Source: an optimization exercise on an open RTL-to-GDS flow (aim: small area, a short achievable clock period and few clock cycles). Production flows keep margins and buffers that such runs may drop.
Function was checked by simulation only, so behaviour that the tests miss may differ from the original.

## thermy_ck8
module thermy_ck8 #(
    parameter WMAX = 32,
    parameter AW   = 5,
    parameter [7:0] PRE0 = 8'h51,
    parameter [7:0] PRE1 = 8'h78
) (
    input  wire        clk,
    input  wire        rst,
    input  wire        cmd_valid,
    output wire        cmd_ready,
    input  wire [31:0] cmd_data,
    output reg  [31:0] res,
    output reg         res_valid,
    output wire        out_valid,
    input  wire        out_ready,
    output wire [7:0]  out_data
);
make LEC_CHECK=0 CAP_MARGIN=20 CORE_MARGIN=2 CORE_UTILIZATION=50 PLACE_DENSITY=0.6 SLEW_MARGIN=20 finish   # period 20.0 ns
run.sh (not shown) runs the stock make flow with config.mk's settings and CLKGATE_MAP_FILE= SYNTH_SCRIPT=/design/flow/synth_recipe.tcl, a recipe that flattens the netlist after the stock synthesis.
The baseline finished clean.
Testbench counts at the start, summed over its fixed seeds: cycles 10,576.
Edit:
- CORE_UTILIZATION: 50 -> 20
- PLACE_DENSITY: 0.6 -> 0.3
Result: Setup slack is better by 140 ps. Fmax went up by 2.2%. Worst hold slack is better by 13 ps. First-iteration DRC count fell by 36%. Cell count went up by 31%. Wire length increases by 20%. Sequential share of layout area fell by 2.2 points. Area after synthesis is unchanged.

thermy_ck8, a different RTL version from the one above (not shown whole).
Size: about 5100 cells after synthesis, roughly 79 I/O pins, about 0.050 mm2 of cells after synthesis.
Settings: LEC_CHECK=0, CAP_MARGIN=20, CORE_MARGIN=2, CORE_UTILIZATION=20, CTS_CLUSTER_DIAMETER=150, CTS_CLUSTER_SIZE=20, PLACE_DENSITY=0.3, SLEW_MARGIN=20; clock period 20.0 ns.
standard.sh (not shown) runs the stock make flow with config.mk's settings and CLKGATE_MAP_FILE= SYNTH_SCRIPT=/design/flow/synth_recipe.tcl, a recipe that flattens the netlist after the stock synthesis.
==> flow/flow/run.sh <==
#!/bin/bash
set -euo pipefail
bash standard.sh SETUP_SLACK_MARGIN=14.8 SKIP_GATE_CLONING=1 MATCH_CELL_FOOTPRINT=0 \
    "BUFFER_PORTS_ARGS=-buffer_cell sky130_fd_sc_hd__buf_4" finish > standard_make.log 2>&1
The starting point produced a clean layout.
Testbench counts at the start, summed over its fixed seeds: cycles 10,576.
Then changed:
==> flow/flow/run.sh (replaced) <==
#!/bin/bash
set -euo pipefail
bash standard.sh SETUP_SLACK_MARGIN=14.6 SKIP_GATE_CLONING=1 \
    "BUFFER_PORTS_ARGS=-buffer_cell sky130_fd_sc_hd__buf_4" finish > standard_make.log 2>&1
--- a/flow/config.mk
+++ b/flow/config.mk
@@ -6,4 +6,5 @@
 export NUM_CORES = 4
 export LEC_CHECK = 0
+export ABC_AREA = 1
 export CAP_MARGIN = 20
 export CORE_MARGIN = 2
After rerunning: Cell area increases by about 2.3%; setup slack is worse by 0.20 ns; final cell count is higher by 16%; worst hold slack gains 0.035 ns; sequential share of layout area goes down by 0.90 points; clock-buffer cell count stays the same.
Then changed:
==> flow/flow/run.sh (replaced) <==
#!/bin/bash
set -euo pipefail
bash standard.sh SETUP_SLACK_MARGIN=14.4 SKIP_GATE_CLONING=1 \
    "BUFFER_PORTS_ARGS=-buffer_cell sky130_fd_sc_hd__buf_4" finish > standard_make.log 2>&1
--- a/flow/config.mk
+++ b/flow/config.mk
@@ -6,5 +6,4 @@
 export NUM_CORES = 4
 export LEC_CHECK = 0
-export ABC_AREA = 1
 export CAP_MARGIN = 20
 export CORE_MARGIN = 2
Outcome:
- The changed run completed with no timing, DRC or antenna violations
- routed wire length fell by roughly a tenth
- hold slack got worse by 0.0074 ns
- cell area fell by a few percent
- worst setup slack gains 0.025 ns
- die area drops by a few percent
- global-route usage falls by 1.1 points
- area after synthesis falls by a few percent
- synthesized cell count decreases by about a fifth
- maximum frequency increases slightly
Then changed:
==> flow/flow/run.sh (replaced) <==
#!/bin/bash
set -euo pipefail
bash standard.sh SETUP_SLACK_MARGIN=14.6 SKIP_GATE_CLONING=1 \
    "BUFFER_PORTS_ARGS=-buffer_cell sky130_fd_sc_hd__buf_4" finish > standard_make.log 2>&1
Result: Hold slack loses 0.0034 ns; design area came out higher slightly; wire length fell slightly; core utilization went up by 0.18 points; die area does not change; critical path depth fell by 3.
Then changed:
==> flow/flow/run.sh (replaced) <==
#!/bin/bash
set -euo pipefail
bash standard.sh SETUP_SLACK_MARGIN=14.8 SKIP_GATE_CLONING=1 \
    "BUFFER_PORTS_ARGS=-buffer_cell sky130_fd_sc_hd__buf_4" finish > standard_make.log 2>&1
After rerunning: The new run finished with timing, DRC and antenna clean; cell count rose by 0.32%; first-iteration DRC count came out lower by 7.8%; worst setup slack improves by 0.044 ns; routed wire length increases by 1.1%; synthesized cell count stays the same; worst hold slack improved by 0.011 ns; via count climbs by 0.51%.

thermy_ck8, a different RTL version from the one above (not shown whole).
For scale: roughly 5100 cells after synthesis, roughly 890 flip-flops, about 79 I/O pins, ~50000 µm² of cells after synthesis.
export LEC_CHECK = 0
export CAP_MARGIN = 20
export CORE_MARGIN = 2
export CORE_UTILIZATION = 20
export PLACE_DENSITY = 0.3
export SLEW_MARGIN = 20
create_clock -name core_clock -period 20.0 [get_ports {clk}]
==> flow/flow/run.sh <==
#!/bin/bash
set -euo pipefail
bash standard.sh SETUP_SLACK_MARGIN=${MARGIN:-14.4} SKIP_GATE_CLONING=1 finish > standard_make.log 2>&1
The baseline completed with no timing, DRC or antenna violations.
Testbench counts at the start, summed over its fixed seeds: cycles 10,576.
Edit:
==> flow/run.sh (new file) <==
#!/bin/bash
# synth_recipe.tcl (not shown) runs the flow's synth.tcl, then flattens the netlist and writes it again
# the make line also repeats each setting of config.mk as NAME=value (left out here)
make -C /OpenROAD-flow-scripts/flow DESIGN_CONFIG=/design/flow/config.mk WORK_HOME=/design/flow/orfs CLKGATE_MAP_FILE= SYNTH_SCRIPT=/design/flow/synth_recipe.tcl finish
removed: flow/flow/run.sh
removed: flow/standard.sh
After rerunning: The new run passed the timing, DRC and antenna checks. Cell count shrinks by 0.53%. Global-route usage barely changes. Clock-buffer cell count is lower by 4. Wire length climbs by about 0.45%. Worst setup slack got worse by 0.94 ns. Via count is about the same. Worst hold slack improved by 0.0098 ns. Synthesized cell count does not change.
Edit:
==> flow/flow/run.sh (new file) <==
#!/bin/bash
set -euo pipefail
bash standard.sh SETUP_SLACK_MARGIN=14.4 SKIP_GATE_CLONING=1 \
    "BUFFER_PORTS_ARGS=-buffer_cell sky130_fd_sc_hd__buf_4" finish > standard_make.log 2>&1
==> flow/standard.sh (new file) <==
#!/bin/bash
# synth_recipe.tcl (not shown) runs the flow's synth.tcl, then flattens the netlist and writes it again
# the make line also repeats each setting of config.mk as NAME=value (left out here)
make -C /OpenROAD-flow-scripts/flow DESIGN_CONFIG=/design/flow/config.mk WORK_HOME=/design/flow/orfs CLKGATE_MAP_FILE= SYNTH_SCRIPT=/design/flow/synth_recipe.tcl "${@:-finish}"
Settings changed: CTS_CLUSTER_DIAMETER set to 150, CTS_CLUSTER_SIZE set to 20.
removed: flow/run.sh
Worst setup slack improves by 0.97 ns. Synthesized area does not change. First-iteration DRC count is higher by 1.8%. Utilization went down by 0.53 points.
Edit:
==> flow/flow/run.sh (replaced) <==
#!/bin/bash
set -euo pipefail
bash standard.sh SETUP_SLACK_MARGIN=14.8 SKIP_GATE_CLONING=1 \
    "BUFFER_PORTS_ARGS=-buffer_cell sky130_fd_sc_hd__buf_4" finish > standard_make.log 2>&1
Settings changed: CTS_CLUSTER_DIAMETER 150 to unset, CTS_CLUSTER_SIZE 20 to unset.
Outcome: Critical path depth falls by 4; wire length rises by about 4%; cell area rises by about 6.6%; final cell count rises by about 2.3%; non-clock buffer count rises by 76; setup slack is better by 0.021 ns; hold slack is worse by 0.078 ns; die area does not change; global-route usage rises by 0.56 points.
Edit:
==> flow/flow/run.sh (replaced) <==
#!/bin/bash
set -euo pipefail
bash standard.sh SETUP_SLACK_MARGIN=14.4 SKIP_GATE_CLONING=1 \
    "BUFFER_PORTS_ARGS=-buffer_cell sky130_fd_sc_hd__buf_4" finish > standard_make.log 2>&1
Settings changed: CORE_UTILIZATION 20 to 50, PLACE_DENSITY 0.3 to 0.6.
The new run completed with no timing, DRC or antenna violations; synthesized cell count is unchanged; count of clock-buffer cells in the layout goes down by 14; critical path depth goes up by 11.

## alpha
Another version of the RTL of thermy_ck8 (not shown whole).
Size in the first run: roughly 5000 cells after synthesis, roughly 870 flip-flops, about 49000 um^2 of cells after synthesis.
clock: 20.0 ns
lec_check: 0
cap_margin: 20
core_margin: 2
core_utilization: 30
cts_cluster_diameter: 150
cts_cluster_size: 20
place_density: 0.45
slew_margin: 20
==> flow/flow/run.sh <==
#!/bin/bash
set -euo pipefail
bash standard.sh SETUP_SLACK_MARGIN=14.6 SKIP_GATE_CLONING=1 \
    "BUFFER_PORTS_ARGS=-buffer_cell sky130_fd_sc_hd__buf_4" finish > standard_make.log 2>&1
Testbench counts of alpha, summed over its fixed seeds: cycles 10,584.
Inputs modified between alpha and beta:
- CORE_UTILIZATION: 30 -> 40
- PLACE_DENSITY: 0.45 -> 0.55
==> results.txt <==
beta reached the final stage; the timing, DRC and antenna checks on its layout passed.
Changes observed in beta relative to alpha: CTS buffer count lost about 2%, worst setup slack grew by 0.0096 ns, number of cells in the finished layout apart from fillers moved down.
Cmp beta vs alpha: layout overhead on the synthesized area lower in beta
beta ends up with lower pin count of the biggest net entering global routing than alpha does.
The inputs of gamma differ from those of beta as listed below.
- PLACE_DENSITY now 0.3, was 0.55
- CORE_UTILIZATION now 20, was 40
--- outcome ---
On die area: between gamma and beta, it ends up higher for gamma. For the global routing usage summed across all routing layers, gamma came in 7.0 points lower than beta did. For beta, the timing endpoint of the critical path was res[0], unlike gamma, where it was rq_b[4]$_SDFFCE_PN0P_. gamma vs. beta: first-pass GRT wire length went up by 25%. Diff beta -> gamma | layout cell share with drive strength beyond 1 | increase of 1.4 points. On first-iteration DRC count, beta loses to gamma.

afterwards: timing with drivers on the ports:
No port has a modelled driver above. Below, the same layouts with a new extraction and two added sets of constraints. Step 1, drivers: a clkbuf_16 drives clk and a buf_2 each remaining input, both assumed. Step 2 moves the port delays by t, midway between the first and last clock arrival at a register: inputs arrive t later, outputs are due t later. That takes back most of the time a late clock gives input paths. Slacks: no drivers / after step 1 / after step 2; pairs: no drivers / after step 1.
run	shift t [ns]	setup WS [ns]	hold slack, ns	slew at the worst register clock pin (ns)	cell pins on the clock port's net
the first run of note 1	0.760	13.802 / 13.802 / 13.588	0.308 / 0.308 / 0.308	0.07 / 0.07	1
the second run of note 1	0.842	13.938 / 13.938 / 13.389	0.321 / 0.321 / 0.321	0.07 / 0.07	1
the first run of note 2	0.803	14.709 / 14.621 / 14.175	0.291 / 0.291 / 0.291	0.11 / 0.11	1
the second run of note 2	0.802	14.512 / 14.428 / 14.062	0.327 / 0.327 / 0.327	0.10 / 0.10	1
the third run of note 2	0.790	14.538 / 14.588 / 13.797	0.319 / 0.319 / 0.319	0.11 / 0.11	1
the fourth run of note 2	0.795	14.676 / 14.587 / 14.092	0.316 / 0.316 / 0.316	0.11 / 0.11	1
the fifth run of note 2	0.802	14.720 / 14.633 / 14.201	0.326 / 0.326 / 0.326	0.10 / 0.10	1
the first run of note 3	0.813	14.499 / 14.423 / 13.926	0.310 / 0.310 / 0.310	0.07 / 0.07	1
the second run of note 3	0.800	13.554 / 13.554 / 13.554	0.320 / 0.320 / 0.320	0.07 / 0.07	1
the third run of note 3	0.767	14.525 / 14.568 / 13.801	0.329 / 0.329 / 0.329	0.11 / 0.11	1
the fourth run of note 3	0.825	14.547 / 14.466 / 14.227	0.251 / 0.251 / 0.251	0.07 / 0.07	1
the fifth run of note 3	0.751	14.430 / 14.430 / 14.158	0.323 / 0.323 / 0.323	0.07 / 0.07	1
alpha	0.759	14.663 / 14.585 / 14.008	0.325 / 0.325 / 0.325	0.11 / 0.11	1
beta	0.756	14.673 / 14.593 / 14.093	0.322 / 0.322 / 0.322	0.11 / 0.11	1
gamma	0.791	14.596 / 14.599 / 13.857	0.327 / 0.327 / 0.327	0.11 / 0.11	1
After both steps every run listed still meets setup and hold. The setup slack of the third run of note 2, which loses most, moves by +0.050 ns with the drivers and by -0.741 ns with both steps.
